Source: an optimization exercise on an open RTL-to-GDS flow (aim: small area, a short achievable clock period and few clock cycles per item). Production flows keep margins and buffers that such runs may drop.
The RTL of this run was laid out without a check of its function.
Power is estimated from default activity; no workload was simulated.

$ cat run.sh
#!/bin/bash
# synth_recipe.tcl (not shown) runs the flow's synth.tcl, then flattens the netlist and writes it again
# the make line also repeats each setting of config.mk as NAME=value (left out here)
make -C /OpenROAD-flow-scripts/flow DESIGN_CONFIG=/design/flow/config.mk WORK_HOME=/design/flow/orfs CLKGATE_MAP_FILE= SYNTH_SCRIPT=/design/flow/synth_recipe.tcl finish
$ cat config.mk
export PLATFORM = sky130hd
export DESIGN_NAME = muxcodec_quant
export DESIGN_NICKNAME = muxcodec_quant
export VERILOG_FILES = /design/flow/design.v
export SDC_FILE = /design/flow/constraint.sdc
export NUM_CORES = 4
export LEC_CHECK = 0
export CAP_MARGIN = 20
export CORE_MARGIN = 2
export CORE_UTILIZATION = 40
export SETUP_SLACK_MARGIN = 4.5
export SLEW_MARGIN = 20
$ cat constraint.sdc
create_clock -name core_clock -period 9.0 [get_ports {clk}]
set_input_delay 1.8000 -clock core_clock [delete_from_list [all_inputs] [get_ports {clk}]]
set_output_delay 1.8000 -clock core_clock [all_outputs]
set_load 0.01 [all_outputs]
$ cat design.v
module muxcodec_quant (
    input  wire        clk,
    input  wire        rst,         
    input  wire        in_valid,
    output wire        in_ready,
    input  wire        in_op,       
    input  wire [2:0]  in_res,      
    input  wire [2:0]  in_qty,      
    input  wire [63:0] in_din,
    output reg         out_valid,
    output reg  [63:0] out_dout,
    output reg  [2:0]  out_err      
);
    localparam [1:0] K_DIV = 2'd0;    
    localparam [1:0] K_MUL = 2'd1;    
    localparam [1:0] K_F2F = 2'd2;    
    localparam [1:0] K_F2D = 2'd3;    
    localparam [1:0] C_NONE = 2'd0;
    localparam [1:0] C_ZERO = 2'd1;   
    localparam [1:0] C_INF  = 2'd2;   
    localparam [1:0] C_NAN  = 2'd3;   
    reg         busy;       
    reg         fin;        
    reg         first;      
    reg         fr;         
    reg  [1:0]  kind;
    reg  [2:0]  err;        
    reg  [1:0]  cst;        
    reg  [1:0]  res;
    reg  [2:0]  qty;
    reg         neg;
    reg         seen;       
    reg         h1, h0;     
    reg         g1, g0;     
    reg         stk;        
    reg         fst;        
    reg         up;         
    reg         sat;        
    reg  [54:0] A;          
    reg  [31:0] B;          
    reg  [10:0] X;          
    reg  [5:0]  T;          
    wire [53:0] inc_out;    
    assign in_ready = ~busy;
    wire accept = in_valid & ~busy;
    reg  [51:0] rom_m;
    reg  [54:0] rom_m3;
    reg  [10:0] rom_c1, rom_cs;
    always @(*) begin
        case ({qty, res})
            5'b000_00: begin rom_m = 52'h47AE147AE147B; rom_m3 = 55'h3D70A3D70A3D71; rom_c1 = 11'd1015; rom_cs = 11'd1024; end
            5'b000_01: begin rom_m = 52'hA36E2EB1C432D; rom_m3 = 55'h4EA4A8C154C987; rom_c1 = 11'd1008; rom_cs = 11'd1025; end
            5'b000_10: begin rom_m = 52'h4F8B588E368F1; rom_m3 = 55'h3EEA209AAA3AD3; rom_c1 = 11'd1005; rom_cs = 11'd1038; end
            5'b001_00: begin rom_m = 52'h999999999999A; rom_m3 = 55'h4CCCCCCCCCCCCE; rom_c1 = 11'd1018; rom_cs = 11'd1027; end
            5'b001_01: begin rom_m = 52'h0624DD2F1A9FC; rom_m3 = 55'h3126E978D4FDF4; rom_c1 = 11'd1010; rom_cs = 11'd1027; end
            5'b001_10: begin rom_m = 52'h4F8B588E368F1; rom_m3 = 55'h3EEA209AAA3AD3; rom_c1 = 11'd1005; rom_cs = 11'd1038; end
            5'b010_00: begin rom_m = 52'h0000000000000; rom_m3 = 55'h30000000000000; rom_c1 = 11'd1021; rom_cs = 11'd1030; end
            5'b010_01: begin rom_m = 52'h47AE147AE147B; rom_m3 = 55'h3D70A3D70A3D71; rom_c1 = 11'd1015; rom_cs = 11'd1032; end
            5'b010_10: begin rom_m = 52'h0624DD2F1A9FC; rom_m3 = 55'h3126E978D4FDF4; rom_c1 = 11'd1012; rom_cs = 11'd1045; end
            5'b011_00: begin rom_m = 52'h0204081020408; rom_m3 = 55'h3060C183060C18; rom_c1 = 11'd1015; rom_cs = 11'd1024; end
            5'b011_01: begin rom_m = 52'h0002000400080; rom_m3 = 55'h30006000C00180; rom_c1 = 11'd1007; rom_cs = 11'd1024; end
            5'b011_10: begin rom_m = 52'h0000000200000; rom_m3 = 55'h30000000600000; rom_c1 = 11'd991; rom_cs = 11'd1024; end
            5'b100_00: begin rom_m = 52'h0000000000000; rom_m3 = 55'h30000000000000; rom_c1 = 11'd1021; rom_cs = 11'd1030; end
            5'b100_01: begin rom_m = 52'h999999999999A; rom_m3 = 55'h4CCCCCCCCCCCCE; rom_c1 = 11'd1018; rom_cs = 11'd1035; end
            5'b100_10: begin rom_m = 52'h0624DD2F1A9FC; rom_m3 = 55'h3126E978D4FDF4; rom_c1 = 11'd1012; rom_cs = 11'd1045; end
            5'b101_00: begin rom_m = 52'h0000000000000; rom_m3 = 55'h30000000000000; rom_c1 = 11'd1022; rom_cs = 11'd1031; end
            5'b101_01: begin rom_m = 52'h999999999999A; rom_m3 = 55'h4CCCCCCCCCCCCE; rom_c1 = 11'd1018; rom_cs = 11'd1035; end
            5'b101_10: begin rom_m = 52'h0624DD2F1A9FC; rom_m3 = 55'h3126E978D4FDF4; rom_c1 = 11'd1012; rom_cs = 11'd1045; end
            5'b110_00: begin rom_m = 52'h47AE147AE147B; rom_m3 = 55'h3D70A3D70A3D71; rom_c1 = 11'd1015; rom_cs = 11'd1024; end
            5'b110_01: begin rom_m = 52'h0624DD2F1A9FC; rom_m3 = 55'h3126E978D4FDF4; rom_c1 = 11'd1012; rom_cs = 11'd1029; end
            5'b110_10: begin rom_m = 52'h0C6F7A0B5ED8D; rom_m3 = 55'h3254E6E221C8A7; rom_c1 = 11'd1002; rom_cs = 11'd1035; end
            5'b111_00: begin rom_m = 52'h0000000000000; rom_m3 = 55'h30000000000000; rom_c1 = 11'd1022; rom_cs = 11'd1031; end
            5'b111_01: begin rom_m = 52'h999999999999A; rom_m3 = 55'h4CCCCCCCCCCCCE; rom_c1 = 11'd1018; rom_cs = 11'd1035; end
            5'b111_10: begin rom_m = 52'h0624DD2F1A9FC; rom_m3 = 55'h3126E978D4FDF4; rom_c1 = 11'd1012; rom_cs = 11'd1045; end
            default:   begin rom_m = 52'd0; rom_m3 = 55'd0; rom_c1 = 11'd1022; rom_cs = 11'd1055; end
        endcase
    end
    reg  [10:0] i_c0;
    always @(*) begin
        case ({in_qty, in_res[1:0]})
            5'b000_00: i_c0 = 11'd1015;
            5'b000_01: i_c0 = 11'd1008;
            5'b000_10: i_c0 = 11'd1005;
            5'b001_00: i_c0 = 11'd1018;
            5'b001_01: i_c0 = 11'd1010;
            5'b001_10: i_c0 = 11'd1005;
            5'b010_00: i_c0 = 11'd1021;
            5'b010_01: i_c0 = 11'd1015;
            5'b010_10: i_c0 = 11'd1012;
            5'b011_00: i_c0 = 11'd1015;
            5'b011_01: i_c0 = 11'd1007;
            5'b011_10: i_c0 = 11'd991;
            5'b100_00: i_c0 = 11'd1021;
            5'b100_01: i_c0 = 11'd1018;
            5'b100_10: i_c0 = 11'd1012;
            5'b101_00: i_c0 = 11'd1022;
            5'b101_01: i_c0 = 11'd1018;
            5'b101_10: i_c0 = 11'd1012;
            5'b110_00: i_c0 = 11'd1015;
            5'b110_01: i_c0 = 11'd1012;
            5'b110_10: i_c0 = 11'd1002;
            5'b111_00: i_c0 = 11'd1022;
            5'b111_01: i_c0 = 11'd1018;
            5'b111_10: i_c0 = 11'd1012;
            default:   i_c0 = 11'd1022;
        endcase
    end
    function [55:0] add55;
        input [54:0] a, b;
        input        cin;
        reg   [55:0] g, p, pg;
        integer      l, k, j;
        begin
            g[0] = cin; p[0] = 1'b0;
            for (k = 1; k < 56; k = k + 1) begin
                g[k] = a[k-1] & b[k-1];
                p[k] = a[k-1] ^ b[k-1];
            end
            pg = p;
            for (l = 0; l < 6; l = l + 1)
                for (k = 0; k < 56; k = k + 1)
                    if (((k >> l) & 1) != 0) begin
                        j = ((k >> l) << l) - 1;
                        g[k]  = g[k] | (pg[k] & g[j]);
                        pg[k] = pg[k] & pg[j];
                    end
            add55 = {g[55], p[55:1] ^ g[54:0]};
        end
    endfunction
    function [53:0] inc54;
        input [53:0] a;
        input        cin;
        reg   [54:0] c;
        integer      l, k, j;
        begin
            c = {a, cin};
            for (l = 0; l < 6; l = l + 1)
                for (k = 0; k < 55; k = k + 1)
                    if (((k >> l) & 1) != 0) begin
                        j = ((k >> l) << l) - 1;
                        c[k] = c[k] & c[j];
                    end
            inc54 = a ^ c[53:0];
        end
    endfunction
    wire        i_int  = ~in_res[2] & ~(in_res[1] & in_res[0]);
    wire        i_flt  = (in_res == 3'd3);
    wire [10:0] i_e64  = in_din[62:52];
    wire [7:0]  i_e32  = in_din[30:23];
    wire        i_f2f_sub = (i_e64[10:5] == 6'b011011) | (i_e64 == 11'd896);
    wire        i_f2d_sub = (i_e32 == 8'd0);
    wire        i_iter = i_int | (i_flt & (in_op ? i_f2d_sub : i_f2f_sub));
    reg  [31:0] i_k;
    always @(*) begin
        case (in_res[1:0])
            2'd0:    i_k = {{24{in_din[7]}},  in_din[7:0]};
            2'd1:    i_k = {{16{in_din[15]}}, in_din[15:0]};
            default: i_k = in_din[31:0];
        endcase
    end
    reg  [31:0] i_krev;
    integer i;
    always @(*) begin
        for (i = 0; i < 32; i = i + 1)
            i_krev[31 - i] = i_k[i];
    end
    wire        i_e32ff = (i_e32 == 8'hFF);
    wire [22:0] i_m32   = {in_din[22] | (i_e32ff & (|in_din[21:0])), in_din[21:0]};
    wire [10:0] i_x32   = i_e32ff ? 11'h7FF :
                          (i_e32 == 8'd0) ? 11'd897 :
                          {i_e32[7], ~i_e32[7], ~i_e32[7], ~i_e32[7], i_e32[6:0]};
    wire [52:0] d  = {1'b1, rom_m};
    wire [55:0] S1 = {1'b0, A} + {1'b0, ~{2'b00, d}}       + 56'd1;    
    wire [55:0] S2 = {1'b0, A} + {1'b0, ~{1'b0, d, 1'b0}}  + 56'd1;    
    wire [55:0] S3 = {1'b0, A} + {1'b0, ~rom_m3}           + 56'd1;    
    wire        ge1 = S1[55], ge2 = S2[55], ge3 = S3[55];
    wire        qb0 = ge2;                    
    wire        qb1 = ge3 | (ge1 & ~ge2);     
    wire        kr0    = B[31], kr1 = B[30];
    wire        km0    = (neg & seen) ? ~kr0 : kr0;
    wire        seen0  = seen | kr0;
    wire        km1    = (neg & seen0) ? ~kr1 : kr1;
    wire        seen1  = seen0 | kr1;
    wire        k_one  = (neg ? (&B[30:0]) : ~(|B[30:0])) & (~neg | seen0);
    reg  [1:0]  sel;
    always @(*) begin
        case (kind)
            K_DIV:   sel = {qb0, qb1};
            K_MUL:   sel = {km1 & ~k_one, km0};
            default: sel = 2'd0;
        endcase
    end
    reg  [54:0] Ss;
    always @(*) begin
        case (sel)
            2'd0:    Ss = A;
            2'd1:    Ss = S1[54:0];
            2'd2:    Ss = S2[54:0];
            default: Ss = S3[54:0];
        endcase
    end
    wire        x_c1   = (X == rom_c1);
    wire        x_c1p  = (X == rom_c1 + 11'd1);
    wire        f0     = fr | x_c1;               
    wire        f1     = fr | x_c1 | x_c1p;       
    wire        in1    = (T != 6'd1);             
    wire        q_hit0 = (f0 & ~qb0) | (f1 & in1 & ~qb1);
    wire        q_nan  = (X == 11'h7FF);
    wire        q_zero = (X < rom_c1);
    wire        q_sat  = (X >= rom_cs);
    wire        q_spec = first & (q_nan | q_zero | q_sat);
    wire        k_rest = neg ? (&B[29:0]) : ~(|B[29:0]);
    wire        k_done = k_rest & (~neg | seen1);
    reg  [31:0] k_min_rev;
    always @(*) begin
        case (res)
            2'd0:    k_min_rev = 32'h01FFFFFF;
            2'd1:    k_min_rev = 32'h0001FFFF;
            default: k_min_rev = 32'h00000001;
        endcase
    end
    wire        k_zero = (B == 32'd0);
    wire        k_min  = (B == k_min_rev);
    reg  [30:0] q_max;
    reg         q_top, q_ones;
    always @(*) begin
        case (res)
            2'd0:    begin q_max = 31'h7F;       q_top = B[7];  q_ones = &B[6:0];  end
            2'd1:    begin q_max = 31'h7FFF;     q_top = B[15]; q_ones = &B[14:0]; end
            default: begin q_max = 31'h7FFFFFFF; q_top = B[31]; q_ones = &B[30:0]; end
        endcase
    end
    wire        q_satf = sat | q_top | (up & q_ones);
    wire [31:0] q_satv = neg ? (~{1'b0, q_max} + 32'd1) : {1'b0, q_max};
    wire [31:0] q_val  = q_satf ? q_satv : inc_out[31:0];
    reg  [63:0] q_dout;
    always @(*) begin
        case (res)
            2'd0:    q_dout = {56'd0, q_val[7:0]};
            2'd1:    q_dout = {48'd0, q_val[15:0]};
            default: q_dout = {32'd0, q_val};
        endcase
    end
    reg  [63:0] q_sent;
    always @(*) begin
        case (res)
            2'd0:    q_sent = 64'h80;
            2'd1:    q_sent = 64'h8000;
            default: q_sent = 64'h80000000;
        endcase
    end
    wire [52:0] acc    = ~A[52:0];
    wire        m_top  = acc[52];
    wire [52:0] m_man  = m_top ? acc : {acc[51:0], h1};
    wire        m_rb   = m_top ? h1 : h0;
    wire        m_sb   = m_top ? (h0 | g1 | g0 | stk) : (g1 | g0 | stk);
    wire        m_up   = m_rb & (m_sb | m_man[0]);
    wire [53:0] m_rnd  = inc_out;
    wire [10:0] m_exp0 = X + {10'd0, m_top};
    wire [10:0] m_exp1 = X + {9'd0, m_top, ~m_top};
    wire        m_cy   = m_up & (&acc[51:0]) & (m_top | h1);
    wire [10:0] m_exp  = m_cy ? m_exp1 : m_exp0;
    wire [63:0] m_dout = {neg, m_exp, m_rnd[51:0]};
    wire [52:0] fm     = ~A[52:0];
    wire        f_rb   = fm[28];
    wire        f_up   = f_rb & (fst | fm[29]);
    wire [7:0]  f_e8   = {~X[7], X[6:0]} & {8{fm[52]}};
    wire [30:0] f_body = inc_out[30:0];
    wire        f_nan  = |fm[51:0];
    reg  [31:0] f_out;
    always @(*) begin
        case (cst)
            C_ZERO:  f_out = {neg, 31'd0};
            C_INF:   f_out = {neg, 8'hFF, 23'd0};
            C_NAN:   f_out = f_nan ? {neg, 8'hFF, 1'b1, fm[50:29]} : {neg, 8'hFF, 23'd0};
            default: f_out = {neg, f_body};
        endcase
    end
    wire [63:0] d_dout = (cst == C_ZERO) ? {neg, 63'd0} : {neg, X, B[22:0], 29'd0};
    reg  [53:0] inc_in;
    reg         inc_c;
    always @(*) begin
        case (kind)
            K_DIV:   begin inc_in = {22'd0, neg ? ~B : B};           inc_c = neg ^ up;  end
            K_MUL:   begin inc_in = {1'b0, m_man};                   inc_c = m_up;      end
            default: begin inc_in = {23'd0, f_e8, fm[51:29]};       inc_c = f_up;      end
        endcase
    end
    assign inc_out = inc54(inc_in, inc_c);
    reg  [63:0] r_dout;
    always @(*) begin
        if (err != 3'd0)
            r_dout = 64'd0;
        else begin
            case (kind)
                K_DIV:   r_dout = (cst == C_INF) ? q_sent : q_dout;
                K_MUL:   r_dout = (cst == C_ZERO) ? 64'd0 :
                                  (cst == C_NAN)  ? 64'h7FF8000000000000 : m_dout;
                K_F2F:   r_dout = {32'd0, f_out};
                default: r_dout = d_dout;
            endcase
        end
    end
    reg done;    
    always @(*) begin
        case (kind)
            K_DIV:   done = q_spec | q_hit0 | (T == 6'd2) | (T == 6'd1);
            K_MUL:   done = (first & k_min) | k_one | k_done;
            K_F2F:   done = (X == 11'd896);
            default: done = B[22] | (first & (B[22:0] == 23'd0));
        endcase
    end
    reg  [10:0] x_step;
    always @(*) begin
        case (kind)
            K_DIV:   x_step = 11'h7FE;    
            K_MUL:   x_step = k_one ? 11'h001 : 11'h002;    
            K_F2F:   x_step = 11'h001;    
            default: x_step = 11'h7FF;    
        endcase
    end
    wire r1 = (kind == K_F2F) | k_one;
    always @(posedge clk) begin
        out_dout <= r_dout;
        out_err  <= err;
        if (~busy) begin
            res   <= in_res[1:0];
            qty   <= in_qty;
            first <= 1'b1;
            fr    <= 1'b0;
            err   <= (in_res == 3'd4) ? 3'd3 : in_res[2] ? 3'd5 : 3'd0;
            h1    <= 1'b0;
            h0    <= 1'b0;
            g1    <= 1'b0;
            g0    <= 1'b0;
            stk   <= 1'b0;
            fst   <= |in_din[27:0];
            up    <= 1'b0;
            sat   <= 1'b0;
            seen  <= 1'b0;
            T     <= 6'd54;
            cst   <= C_NONE;
            if (in_op) begin
                if (i_flt) begin
                    kind <= K_F2D;
                    neg  <= in_din[31];
                    X    <= i_x32;
                    B    <= {9'd0, i_m32};
                end else begin
                    kind <= K_MUL;
                    neg  <= i_k[31];
                    X    <= i_c0;
                    B    <= i_krev;
                end
                A <= {55{1'b1}};
            end else begin
                kind <= i_flt ? K_F2F : K_DIV;
                neg  <= in_din[63];
                X    <= i_e64;
                A    <= i_flt ? ~{2'b00, 1'b1, in_din[51:0]} : {1'b0, 1'b1, in_din[51:0], 1'b0};
                B    <= 32'd0;
                if (i_flt) begin
                    if (i_e64 == 11'h7FF)
                        cst <= C_NAN;
                    else if (i_e64 >= 11'd1151)
                        cst <= C_INF;
                    else if (i_e64 <= 11'd872)
                        cst <= C_ZERO;
                end
            end
        end else begin
            first <= 1'b0;
            X     <= X + x_step;
            T     <= first ? (qb0 ? 6'd52 : 6'd53) : T - 6'd2;
            seen  <= seen1;
            stk   <= stk | g1 | g0;
            fst   <= fst | ~A[28];
            if (kind == K_DIV)
                A <= {Ss[52:0], 2'b00};
            else if (r1)
                A <= {1'b1, Ss[54:1]};
            else
                A <= {2'b11, Ss[54:2]};
            if (r1) begin
                h1 <= ~Ss[0];
                h0 <= h1;
                g1 <= h0;
                g0 <= 1'b0;
            end else begin
                h1 <= ~Ss[1];
                h0 <= ~Ss[0];
                g1 <= h1;
                g0 <= h0;
            end
            case (kind)
                K_DIV: begin
                    if (q_spec) begin
                        cst <= q_nan ? C_INF : C_NONE;
                        sat <= q_sat & ~q_nan;
                    end else begin
                        if (~f1)
                            B <= {B[29:0], qb0, qb1};
                        else if (~f0)
                            B <= {B[30:0], qb0};
                        if (f1) fr <= 1'b1;
                        up <= ~q_hit0;
                    end
                end
                K_MUL: begin
                    B <= {B[29:0], neg, neg};
                    if (first & k_zero) cst <= C_ZERO;
                    if (first & k_min)  cst <= C_NAN;
                end
                K_F2F: ;
                default: begin
                    B <= {B[30:0], 1'b0};
                    if (first & (B[22:0] == 23'd0)) cst <= C_ZERO;
                end
            endcase
        end
        if (rst) begin
            busy      <= 1'b0;
            fin       <= 1'b0;
            out_valid <= 1'b0;
        end else begin
            out_valid <= fin;
            if (accept) begin
                busy <= i_iter;
                fin  <= ~i_iter;
            end else if (busy) begin
                busy <= ~done;
                fin  <= done;
            end else begin
                fin  <= 1'b0;
            end
        end
    end
endmodule
==> impl_metrics.py <==
metrics = {
    "grt": {
        "grt_max_degree": 68,
        "grt_use_total": 0.392,
        "gr-total-overflow": 0,
        "antenna_found_initial": 3,
        "grt_pass1_vias": 31000,
        "grt_pass1_wl_um": 217000,
    },
    "setup_path": {
        "crit_chain": "buf_4 -> inv_2 -> ha_4 -> or2_4 -> buf_4 -> buf_12 -> a2bb2oi_1 -> a221oi_1 -> o22a_2 -> nand4_1 -> nor4_4 -> nand4b_4 -> or4b_4 -> or4_4 -> or4_1 -> a31oi_1 -> a21o_1",
        "critPathRequiredTime_ns": 9.54,
        "cp_slowest_stage_delay_ns": 0.53,
        "path_buf_inv": 4,
        "cp-start-kind": "flop",
        "critPathMaxFanout": 8,
        "critPathArrivalTime_ns": 5.14,
        "worst_setup_path_end_kind": "flop",
        "slowest_stage": "or4b_4",
        "crit_family": "simple AND/OR/NAND/NOR gates",
        "cpMostUsedCell": "buf_4",
        "path_class": "reg -> reg",
    },
    "power_and_ir_drop": {
        "netSwitchingFraction": 0.505,
        "p_sw_mw": 4.26,
        "p_comb_frac": 0.603,
        "intPower_mw": 4.17,
        "clkPwrFrac": 0.195,
        "p_leak_nw": 13.8,
        "seqPwrFrac": 0.202,
        "power.total_mw": 8.43,
        "vdd_ir_drop_max_mv": 0.137,
        "power.density_nw_per_um2": 242,
    },
    "yosys": {
        "synth_edf_count": 45,
        "synth_top_cell_by_area": "dfxtp_1",
        "syn_nets": 4316,
        "synth.area.top_cells": "dfxtp_1 16%, ha_1 8.9%, a21oi_1 6.2%, nand2_1 5.6%, o21ai_0 5.0%",
        "ys_async_sr_fraction": 0,
        "ys_warn_count": 1,
        "synthFlopType": "dfxtp_1",
        "synth_seq_cells": 281,
        "yosysSeqAreaShare": 0.209,
        "synth_cell_types": 92,
        "netlist_instances": 4030,
        "syn_area_um2": 29100,
        "yosysTopAreaCellShare": 0.162,
        "synth.avg_cell_area_um2": 7.22,
    },
    "floorplanning": {
        "start_util": 0.406,
        "io_pins": 143,
        "die_w_um": 274,
        "die-area_um2": 75000,
        "fp-row-count": 98,
        "core-area_um2": 71700,
        "die-height_um": 274,
    },
    "clock_network": {
        "cts_max_level": 2,
        "cts_buffers": 36,
        "cts_hold_buf": 0,
        "clockRootBuffer": "clkbuf_16",
        "cts_buffer_depth": 3,
        "cts_sinks": 281,
        "clk_pin_slew_ns": 0.07,
        "clkLatencyLatePin_ns": 0.60,
        "cts_tree": "done",
    },
    "timing": {
        "max_freq_ghz": 0.217,
        "fin_tns_setup_ns": 0,
        "hold_viol": 0,
        "tightest_slew_ns": 1.02,
        "rsz0062_at_grt": "true",
        "clock_skew_ns": 0.0283,
        "fin_crit_ns": 4.60,
        "setup_viol": 0,
        "slew_violations": 0,
        "period_share": 0.511,
        "slew_headroom": 0.322,
    },
    "drt": {
        "drtIter0Drc": 5331,
        "ant_nets": 0,
        "drcViolationCount": 0,
        "avgRoutedWirePerCell_um": 30.2,
        "firstDrtPassIters": 10,
        "viasPerCell": 6.75,
        "vias": 34400,
        "wl_um": 154000,
    },
    "cells_and_area": {
        "drive_gt1_frac": 0.119,
        "fin_nets": 4406,
        "multi_input_area_um2": 22300,
        "final-seq-area_um2": 6120,
        "areaGrowthSynthToFinish_pct": 19.4,
        "n_fill_cell": 7182,
    },
    "status": {
        "status": "finished clean",
    },
    "placement": {
        "hpwl_um": 117000,
        "gp_congestion": 1.08,
        "io_buffers": 142,
    },
    "worst_hold_path": {
        "hold_class": "reg -> reg",
    },
    "flow_run": {
        "cap_violations": 0,
    },
}
-- cell type report --
cell class	count	share of cell area
antenna	4	0.000288
clock buffer	51	0.0317
clock inverter	13	0.00547
inverter	185	0.0205
multi-input combinational	3294	0.641
sequential	281	0.176
tap	950	0.0342
timing repair buffer	322	0.0906
-- layer usage --
layer,vias up,routed length [um],GRT usage,part of all wire
met5,-,0,0,0
met4,0,13900,0.292,0.090
met3,590,17700,0.0874,0.12
met2,2447,62400,0.564,0.40
met1,16200,60000,0.511,0.39
li1,15200,-,-,-
-- cell usage in the layout (no fill, tap or decap), types with 68 or more instances in the layout --
cell type / n
nand4_1: 75
xor2_1: 91
ha_1: 189
o22ai_1: 68
clkdlybuf4s50_1: 141
nor2_1: 351
inv_1: 173
o21ai_0: 272
nor3_1: 82
nand3_1: 84
a21oi_1: 336
dfxtp_1: 206
xnor2_1: 127
a21o_1: 92
buf_4: 154
mux2i_1: 74
nand2_1: 431
-- state kept, by name, summed over array words and instances, names as in the netlist, 2 cells and up --
| name | flops |
|---|---|
| A | 55 |
| X | 11 |
| res | 2 |
| out_dout | 64 |
| cst | 2 |
| rom_cs | 5 |
| rom_c1 | 6 |
| B | 32 |
| qty | 3 |
| T | 6 |
| err | 3 |
| kind | 2 |
| out_err | 3 |
| d | 27 |
| rom_m3 | 45 |
-- timing repair --
| action | CTS | global route |
|---|---|---|
| hold endpoints to repair | 0 | 0 |
| gates resized for setup | 152 | 116 |
| setup buffers | 49 | 47 |
| endpoints found under the setup margin | 116 | 98 |
| gates cloned | 6 | 4 |
| pin swaps | 22 | 42 |
-- power by group through the flow --
stage	registers [mW]	logic, mW	clock network, mW
2_1_floorplan	1.56	2.93	0
3_3_place_gp	1.72	4.46	0
3_5_place_dp	1.72	4.41	0
4_1_cts	1.69	4.66	1.65
5_1_grt	1.71	5.30	1.69
6_report	1.70	5.09	1.64
-- final timing paths --
check	start	end	slack [ns]	depth (start not counted)
worst max-delay path	kind[0]	out_dout[51]	4.40	17
worst min register to register	err[1]	out_err[1]	0.40	0
worst min-delay path	err[1]	out_err[1]	0.40	0
worst max register to register	kind[0]	out_dout[51]	4.40	17
-- cell usage after synthesis (42+ instances only) --
library cell	instances
a211oi_1	75
a21o_1	93
a21oi_1	362
a22o_1	45
a22oi_1	66
a31oi_1	50
and3_1	42
clkbuf_1	218
dfxtp_1	236
edfxtp_1	45
ha_1	207
inv_1	181
mux2i_1	78
nand2_1	436
nand3_1	85
nand4_1	75
nor2_1	359
nor3_1	83
nor4_1	49
o211ai_1	46
o21ai_0	289
o22ai_1	72
xnor2_1	131
xor2_1	92
-- cells by family after synthesis --
logic type / count (synthesis) / share of synthesized area
xor gates and xnor gates: 223 / 0.0671
adders and majority gates: 212 / 0.0924
AOI/OAI and AO/OA: 1443 / 0.325
DFF: 281 / 0.209
and+or+nand+nor: 1329 / 0.216
buffers and inverters: 456 / 0.0601
muxes: 86 / 0.0304
-- worst reg2reg max path: stages (launching register included) --
cell	delay, ns
edfxtp_1	0.41
buf_4	0.15
inv_2	0.05
ha_4	0.22
or2_4	0.31
buf_4	0.16
buf_12	0.13
a2bb2oi_1	0.17
a221oi_1	0.29
o22a_2	0.27
nand4_1	0.16
nor4_4	0.40
nand4b_4	0.14
or4b_4	0.53
or4_4	0.45
or4_1	0.42
a31oi_1	0.18
a21o_1	0.11
-- through the flow --
stage | cell area, um2 | util | std cells | setup slack, ns | hold WS, ns
finish | 34800 | 0.485 | 5100 | 4.40 | 0.401
global route | 34800 | 0.485 | 5096 | 4.34 | 0.420
CTS | 33800 | 0.472 | 5045 | 4.28 | 0.404
detailed placement | 31300 | 0.437 | 4926 | 2.91 | 0.390
global placement | 31300 | 0.437 | 4925 | 3.16 | 0.386
floorplan | 29200 | - | 4030 | 4.03 | 0.372

[what the ideal ports hide]
In the flow no input, the clock included, has a driving cell. The finished layout below was timed again as built, in two steps.
Step 1, drivers: a clkbuf_16 drives clk and a buf_2 each remaining input, both assumed.
Step 2 moves the port delays by t, midway between the first and last clock arrival at a register: inputs arrive t later, outputs are due t later. That takes back most of the time a late clock gives input paths.
Slacks: no drivers / after step 1 / after step 2; pairs: no drivers / after step 1.
shift t [ns]: 0.646
setup slack, ns: 4.397 / 4.397 / 3.958
worst register clock-pin slew, ns: 0.07 / 0.07
pins driven straight from the clock port: 1
After both steps this run still meets setup and hold. The setup slack of this run moves by 0.000 ns with the drivers and by -0.439 ns with both steps.
